This is an optimization exercise on Yosys and OpenROAD, whose aim is small area, a short achievable clock period and few clock cycles, not a production implementation. The RTL was checked by simulation tests, not by an equivalence proof against the original design. Power is estimated from default activity; no workload was simulated.

==> flow/design.v (excerpt) <==
module hxp_stream (
    input  wire        clk,
    input  wire        rst,
    input  wire        in_valid,
    output wire        in_ready,
    input  wire [7:0]  in_data,
    input  wire        in_end,
    output wire        out_valid,
    input  wire        out_ready,
    output wire [31:0] out_addr,
    output wire [7:0]  out_len,
    output wire [7:0]  out_data,
    output wire        out_last,
    output wire        done,
    output wire [3:0]  res_code,
    output wire [31:0] res_line,
    output wire [15:0] res_ext,
    output wire [7:0]  res_calc,
    output wire [7:0]  res_decl,
    output wire [1:0]  res_cause
);
export LEC_CHECK = 0
export ABC_AREA = 1
export CAP_MARGIN = 20
export CORE_MARGIN = 2
export CORE_UTILIZATION = 45
export CTS_BUF_LIST = sky130_fd_sc_hd__clkbuf_16 sky130_fd_sc_hd__clkbuf_8
export CTS_CLUSTER_DIAMETER = 100
export CTS_CLUSTER_SIZE = 28
export GPL_ROUTABILITY_DRIVEN = 0
export PLACE_DENSITY = 0.68
export SETUP_SLACK_MARGIN = 3.9
export SLEW_MARGIN = 20
create_clock -name core_clock -period 6.5 [get_ports {clk}]
run.sh (not shown) runs the stock make flow with config.mk's settings and CLKGATE_MAP_FILE= SYNTH_SCRIPT=/design/flow/synth_recipe.tcl, a recipe that flattens the netlist after the stock synthesis.
The first run went through all stages and came out clean.
Testbench counts at the start, summed over its fixed seeds: cycles 85,465.
Change:
--- a/flow/config.mk
+++ b/flow/config.mk
@@ -11 +11 @@
-export CORE_UTILIZATION = 45
+export CORE_UTILIZATION = 40
@@ -14,3 +14,2 @@
-export CTS_CLUSTER_SIZE = 28
-export GPL_ROUTABILITY_DRIVEN = 0
-export PLACE_DENSITY = 0.68
+export CTS_CLUSTER_SIZE = 30
+export PLACE_DENSITY = 0.6
The changed run completed with no timing, DRC or antenna violations.
Non-clock buffer count is higher by 10.
Flip-flop and latch count does not change.
Cell area climbs by 0.51%.
Total power rises by 0.32%.
Change:
--- a/flow/config.mk
+++ b/flow/config.mk
@@ -11 +11 @@
-export CORE_UTILIZATION = 40
+export CORE_UTILIZATION = 45
@@ -14,3 +14,3 @@
-export CTS_CLUSTER_SIZE = 30
-export PLACE_DENSITY = 0.6
-export SETUP_SLACK_MARGIN = 3.9
+export CTS_CLUSTER_SIZE = 28
+export PLACE_DENSITY = 0.68
+export SETUP_SLACK_MARGIN = 4.0
Combinational power rises by about 3%.
Die area falls by 11%.
Design area rises by 1.0%.
Change:
--- a/flow/config.mk
+++ b/flow/config.mk
@@ -16 +16 @@
-export SETUP_SLACK_MARGIN = 4.0
+export SETUP_SLACK_MARGIN = 3.9
After rerunning: The changed run finished with timing, DRC and antenna clean; core utilization falls by 0.75 points; via count went down slightly; total power is about the same; fmax hardly moves; global-route usage barely changes; sequential power is about the same; area after synthesis is unchanged; critical path depth does not change; cell count drops slightly.
Change:
--- a/flow/config.mk
+++ b/flow/config.mk
@@ -15 +15 @@
-export PLACE_DENSITY = 0.68
+export PLACE_DENSITY = 0.62
Effect: Setup slack improves by 0.0073 ns. Cell area barely changes. Power barely changes. Die area stays the same. Clock-buffer cell count does not change. Combinational power is about the same. Via count grows by 0.39%.

hxp_stream, a different RTL version from the one above (not shown whole).
For scale: about 2,400 flip-flops, about 140 I/O pins, ~60,000 sq um of cells after synthesis.
make LEC_CHECK=0 CAP_MARGIN=20 CORE_MARGIN=2 CORE_UTILIZATION=40 CTS_BUF_LIST='sky130_fd_sc_hd__clkbuf_16 sky130_fd_sc_hd__clkbuf_8' CTS_CLUSTER_DIAMETER=100 CTS_CLUSTER_SIZE=30 PLACE_DENSITY=0.6 SETUP_SLACK_MARGIN=4.1 SLEW_MARGIN=20 finish   # period 6.5 ns
The baseline produced a clean layout.
Testbench counts at the start, summed over its fixed seeds: cycles 85,465.
Rerun with:
ABC_AREA = 1   (was not set)
CTS_CLUSTER_SIZE = 28   (was 30)
SETUP_SLACK_MARGIN = 4.5   (was 4.1)
TNS_END_PERCENT = 20   (was not set)
Outcome:
- worst setup slack is better by 45 ps
- register-to-register slack improved by 120 ps
- non-clock buffer count decreases by 8
- die area goes up by 0.35%

--- another note on this design; it stands on its own ---

harbor:
// hxp_stream
module hxp_stream (
    input  wire        clk,
    input  wire        rst,
    input  wire        in_valid,
    output wire        in_ready,
    input  wire [7:0]  in_data,
    input  wire        in_end,
    output wire        out_valid,
    input  wire        out_ready,
    output wire [31:0] out_addr,
    output wire [7:0]  out_len,
    output wire [7:0]  out_data,
    output wire        out_last,
    output wire        done,
    output wire [3:0]  res_code,
    output wire [31:0] res_line,
    output wire [15:0] res_ext,
    output wire [7:0]  res_calc,
    output wire [7:0]  res_decl,
    output wire [1:0]  res_cause
);
    localparam [10:0] LEAD = 11'd9;      
    localparam [1:0] CAUSE_LENGTH   = 2'd0;
    localparam [1:0] CAUSE_DIGIT    = 2'd1;
    localparam [1:0] CAUSE_EXTSHORT = 2'd2;
    reg        is_hex_in;
    reg [3:0]  val_in;
    always @(*) begin
        is_hex_in = 1'b1;
  ...
For scale: roughly 4600 cells after synthesis, about 0.060 sq mm of cells after synthesis.
Settings: LEC_CHECK=0, ABC_AREA=1, CAP_MARGIN=5, CORE_MARGIN=2, CORE_UTILIZATION=40, CTS_BUF_LIST=sky130_fd_sc_hd__clkbuf_16 sky130_fd_sc_hd__clkbuf_8, CTS_CLUSTER_DIAMETER=100, CTS_CLUSTER_SIZE=30, PLACE_DENSITY=0.6, SETUP_SLACK_MARGIN=3.9, SLEW_MARGIN=5; clock period 6.5 ns.
run.sh (not shown) runs the stock make flow with config.mk's settings and CLKGATE_MAP_FILE= SYNTH_SCRIPT=/design/flow/synth_recipe.tcl, a recipe that flattens the netlist after the stock synthesis.
Testbench counts of harbor, summed over its fixed seeds: cycles 85,465.
Changes in maple relative to harbor:
Settings: CAP_MARGIN now 20, was 5; PLACE_DENSITY now 0.68, was 0.6; CORE_UTILIZATION now 45, was 40; SLEW_MARGIN now 20, was 5.
Results
- As far as area of combinational cells with multiple inputs is concerned, harbor and maple perform about the same.
- As far as fraction of area in multi-input gates is concerned, harbor and maple perform about the same.
- When maple is measured against harbor, its switching power turns out 1.3% lower.
- maple vs harbor, fmax went down by about 0.3%.
- | register-to-register slack | higher: harbor |
- On overall power consumption, maple tracks harbor almost exactly.

==> port drivers added, routing unchanged <==
The flow's constraints put no driver on any port. The routed layouts listed below were extracted and timed again, unchanged, in two steps. Step 1 assumes that a clkbuf_16 drives the clock port and a buf_2 every other input. Step 2 moves the port delays by t, midway between the first and last clock arrival at a register: inputs arrive t later, outputs are due t later. That takes back most of the time a late clock gives input paths. a / b / c = ideal / step 1 / step 2; a / b = the first two.
run | shift t [ns] | setup slack, ns | worst register clock-pin slew, ns | cell pins on the clock port's net
the first run of note 1 | 0.782 | 3.951 / 3.885 / 3.311 | 0.12 / 0.12 | 1
the second run of note 1 | 0.784 | 3.961 / 3.891 / 3.194 | 0.12 / 0.12 | 1
the third run of note 1 | 0.781 | 3.952 / 3.884 / 3.320 | 0.12 / 0.12 | 1
the fourth run of note 1 | 0.765 | 3.954 / 3.887 / 3.294 | 0.12 / 0.12 | 1
the fifth run of note 1 | 0.775 | 3.962 / 3.891 / 3.336 | 0.11 / 0.11 | 1
the first run of note 2 | 0.796 | 3.884 / 3.877 / 3.419 | 0.12 / 0.12 | 1
the second run of note 2 | 0.811 | 3.930 / 3.854 / 3.363 | 0.12 / 0.12 | 1
harbor | 0.791 | 3.942 / 3.867 / 3.266 | 0.12 / 0.12 | 1
maple | 0.776 | 3.934 / 3.877 / 3.246 | 0.12 / 0.12 | 1
After both steps setup and hold are still met in every run listed. The setup slack of the second run of note 1, which loses most, moves by -0.070 ns with the drivers and by -0.767 ns with both steps.
